Source: an optimization exercise on an open RTL-to-GDS flow (aim: small area). Production flows keep margins and buffers that such runs may drop. No activity file was given, so power comes from the tool's default toggle rates.

the reference run:
==> flow/design.v (excerpt) <==
module qd_core (
    input  wire        clk,
    input  wire        rst,             
    input  wire        req_valid,
    output wire        req_ready,
    input  wire [31:0] req_value,
    input  wire [31:0] req_cursor,
    input  wire [31:0] req_capacity,
    output wire        wr_valid,
    output wire [31:0] wr_addr,
    output wire [15:0] wr_data,
    output wire [1:0]  wr_be,
    output wire        rsp_valid,
    output wire [31:0] rsp_cursor,
    output wire [3:0]  rsp_len,
    output wire        rsp_status
);
Size in the first run: ~540 cells after synthesis, about 82 flip-flops, roughly 190 I/O pins, roughly 0.0044 mm2 of cells after synthesis.
==> module qd_core, before the edit <==
module qd_core (
    input  wire        clk,
    input  wire        rst,             
    input  wire        req_valid,
    output wire        req_ready,
    input  wire [31:0] req_value,
    input  wire [31:0] req_cursor,
    input  wire [31:0] req_capacity,
    output wire        wr_valid,
    output wire [31:0] wr_addr,
    output wire [15:0] wr_data,
    output wire [1:0]  wr_be,
    output wire        rsp_valid,
    output wire [31:0] rsp_cursor,
    output wire [3:0]  rsp_len,
    output wire        rsp_status
);
    localparam [6:0] C_GO   = 7'd3,
                     C_RSP  = 7'd72,
                     C_RST  = 7'd80;
    reg  [6:0]  cnt;
    reg  [38:0] r;        
    reg  [31:0] cur;      
    reg  [3:0]  len;      
    wire idle   = (cnt == 7'd0);
    wire dabble = (cnt <= 7'd34);
    wire rotate = (cnt <= 7'd41);     
    wire accept = req_valid & idle & ~rst;
    wire fault  = (req_capacity < 32'd10);
    reg  [38:0] rc;
    integer j, b;
    reg  [3:0] d, o;
    reg        en, g;
    always @(*) begin
        rc = r;
        for (j = 0; j < 9; j = j + 1) begin
            for (b = 0; b < 4; b = b + 1) d[b] = r[(32 + 4*j + b) % 39];
            en = dabble && cnt >= 4*j;
            g  = en & (d[3] | (d[2] & (d[1] | d[0])));
            o[3] = d[3] | g;
            o[2] = d[2] ^ (g & (d[2] | d[0]));
            o[1] = d[1] ^ (g & ~d[0]);
            o[0] = d[0] ^ g;
            for (b = 0; b < 4; b = b + 1) rc[(32 + 4*j + b) % 39] = o[b];
        end
    end
    wire        first = (cnt == 7'd35);
    wire [3:0]  win   = {r[32] & ~first, r[31:29]};
    wire        slot  = (cnt[1:0] == 2'd3) && (cnt >= 7'd35) && (cnt <= 7'd71);
    wire        last  = (cnt == 7'd71);
    wire        emit  = slot && ((win != 4'd0) || (len != 4'd0) || last);
    assign wr_valid   = emit & ~rst;
    assign wr_addr    = cur;
    assign wr_data    = {4'h3, win, 4'h3, win};
    assign wr_be      = 2'b01;
    assign req_ready  = idle;
    assign rsp_valid  = (cnt == C_RSP) & ~rst;
    assign rsp_cursor = cur;
    assign rsp_len    = len;
    assign rsp_status = (len == 4'd0);
    always @(posedge clk) begin
        if (rst)
            cnt <= C_RST;
        else if (accept)
            cnt <= fault ? C_RSP : C_GO;
        else if (!idle)
            cnt <= cnt + 7'd1;
        r   <= {rc[37:0], rc[38] & rotate} | ({39{accept}} & {7'd0, req_value});
        cur <= accept ? req_cursor : cur + {31'd0, emit};
        len <= accept ? 4'd0 : len + {3'd0, emit};
    end
endmodule
Settings: LEC_CHECK=0, CAP_MARGIN=20, CORE_MARGIN=2, CORE_UTILIZATION=65, SLEW_MARGIN=20; clock period 16.0 ns.
standard.sh (not shown) runs the stock make flow with config.mk's settings and CLKGATE_MAP_FILE= SYNTH_SCRIPT=/design/flow/synth_recipe.tcl, a recipe that flattens the netlist after the stock synthesis.
==> flow/flow/run.sh <==
#!/bin/bash
set -euo pipefail
export BUFFER_PORTS_ARGS="-buffer_cell sky130_fd_sc_hd__buf_1"
export CTS_ARGS="-sink_clustering_enable -repair_clock_nets -dont_use_dummy_load -buf_list sky130_fd_sc_hd__clkbuf_8 -sink_clustering_size 20"
bash standard.sh > standard.log 2>&1
## Diff of input files: the trial run against the reference run
diff --git a/flow/design.v b/flow/design.v
--- a/flow/design.v
+++ b/flow/design.v
@@ -15,18 +15,27 @@
     output wire [3:0]  rsp_len,
     output wire        rsp_status
 );
-    localparam [6:0] C_GO   = 7'd3,
-                     C_RSP  = 7'd72,
+    localparam [6:0] C_RSP  = 7'd69,
                      C_RST  = 7'd80;
     reg  [6:0]  cnt;
     reg  [38:0] r;        
     reg  [31:0] cur;      
     reg  [3:0]  len;      
-    wire idle   = (cnt == 7'd0);
-    wire dabble = (cnt <= 7'd34);
-    wire rotate = (cnt <= 7'd41);     
+    wire idle   = &cnt;
+    wire dabble = (cnt[6:5] == 2'b00);
+    wire rotate = ~cnt[6];
     wire accept = req_valid & idle & ~rst;
     wire fault  = (req_capacity < 32'd10);
+    wire [4:0]  k = cnt[4:0];
+    wire [8:0]  en_t = {k[4] & k[3] & k[2] & (k[1] | k[0]),   
+                        k[4] & k[3] & (k[2] | k[1]),          
+                        k[4] & (k[3] | (k[2] & k[1])),        
+                        k[4] & (k[3] | k[2] | k[1]),          
+                        k[4],                                 
+                        k[4] | (k[3] & k[2]),                 
+                        k[4] | k[3],                          
+                        k[4] | k[3] | k[2],                   
+                        1'b1};
     reg  [38:0] rc;
     integer j, b;
     reg  [3:0] d, o;
@@ -35,7 +44,7 @@
         rc = r;
         for (j = 0; j < 9; j = j + 1) begin
             for (b = 0; b < 4; b = b + 1) d[b] = r[(32 + 4*j + b) % 39];
-            en = dabble && cnt >= 4*j;
+            en = dabble & en_t[j];
             g  = en & (d[3] | (d[2] & (d[1] | d[0])));
             o[3] = d[3] | g;
             o[2] = d[2] ^ (g & (d[2] | d[0]));
@@ -44,10 +53,10 @@
             for (b = 0; b < 4; b = b + 1) rc[(32 + 4*j + b) % 39] = o[b];
         end
     end
-    wire        first = (cnt == 7'd35);
+    wire        first = (cnt == 7'd32);
     wire [3:0]  win   = {r[32] & ~first, r[31:29]};
-    wire        slot  = (cnt[1:0] == 2'd3) && (cnt >= 7'd35) && (cnt <= 7'd71);
-    wire        last  = (cnt == 7'd71);
+    wire        slot  = (cnt[1:0] == 2'd0) && (cnt >= 7'd32) && (cnt <= 7'd68);
+    wire        last  = (cnt == 7'd68);
     wire        emit  = slot && ((win != 4'd0) || (len != 4'd0) || last);
     assign wr_valid   = emit & ~rst;
     assign wr_addr    = cur;
@@ -61,9 +70,9 @@
     always @(posedge clk) begin
         if (rst)
             cnt <= C_RST;
-        else if (accept)
-            cnt <= fault ? C_RSP : C_GO;
-        else if (!idle)
+        else if (accept & fault)
+            cnt <= C_RSP;
+        else if (!idle || accept)
             cnt <= cnt + 7'd1;
         r   <= {rc[37:0], rc[38] & rotate} | ({39{accept}} & {7'd0, req_value});
         cur <= accept ? req_cursor : cur + {31'd0, emit};
==> notes.md <==
The trial run: no failed stages, no open violations at the end
[compare] base=the reference run new=the trial run: clock share of power shrank by 1.9 points; wire length of the first global-routing pass saw a decrease; data arrival time of the critical path fell by 200 ps.
The internal power number comes out higher for the trial run vs the reference run.
Lower minimum clock period after layout goes to the trial run over the reference run.
From the reference run to the trial run the numbers moved as follows: power spent charging and discharging nets higher, maximum resistive drop on vdd higher, detailed-route vias per instance lower, clock insertion delay at the later pin of the skew report roughly the same.
When the trial run is set beside the reference run, its data-path buffer share of cell area in the final layout turns out to be 1.1 points larger.
The trial run against the reference run: total routing usage reported by global routing fell by 2.6 points; critical path depth fell by 1; synthesized cell count fell by about 5.6%; share of post-route cells with drive strength above 1 rose by 2.7 points.
No run of this note included a check of the RTL's function; only the layout flow was run.

==> port drivers added, routing unchanged <==
How much do the figures lean on ideal ports? The routed layouts below were timed once more, with nothing changed but the port constraints. Step 1 assumes that a clkbuf_16 drives the clock port and a buf_2 every other input. Step 2, shift: input delay + t, output delay - t, t = (earliest + latest rising clock arrival at the registers) / 2. This alone moves slack from input paths to output paths. a / b / c = ideal ports / drivers / drivers and shift; a / b = the first two.
run	shift t [ns]	setup WS [ns]	hold slack, ns	clock arrival spread, ns
the reference run	0.367	8.723 / 8.704 / 8.704	0.405 / 0.405 / 0.405	0.023 / 0.022
the trial run	0.374	8.916 / 8.894 / 8.894	0.401 / 0.401 / 0.401	0.029 / 0.029
After both steps every run listed still meets setup and hold. The setup slack of the trial run, which loses most, moves by -0.022 ns with the drivers and by -0.022 ns with both steps.
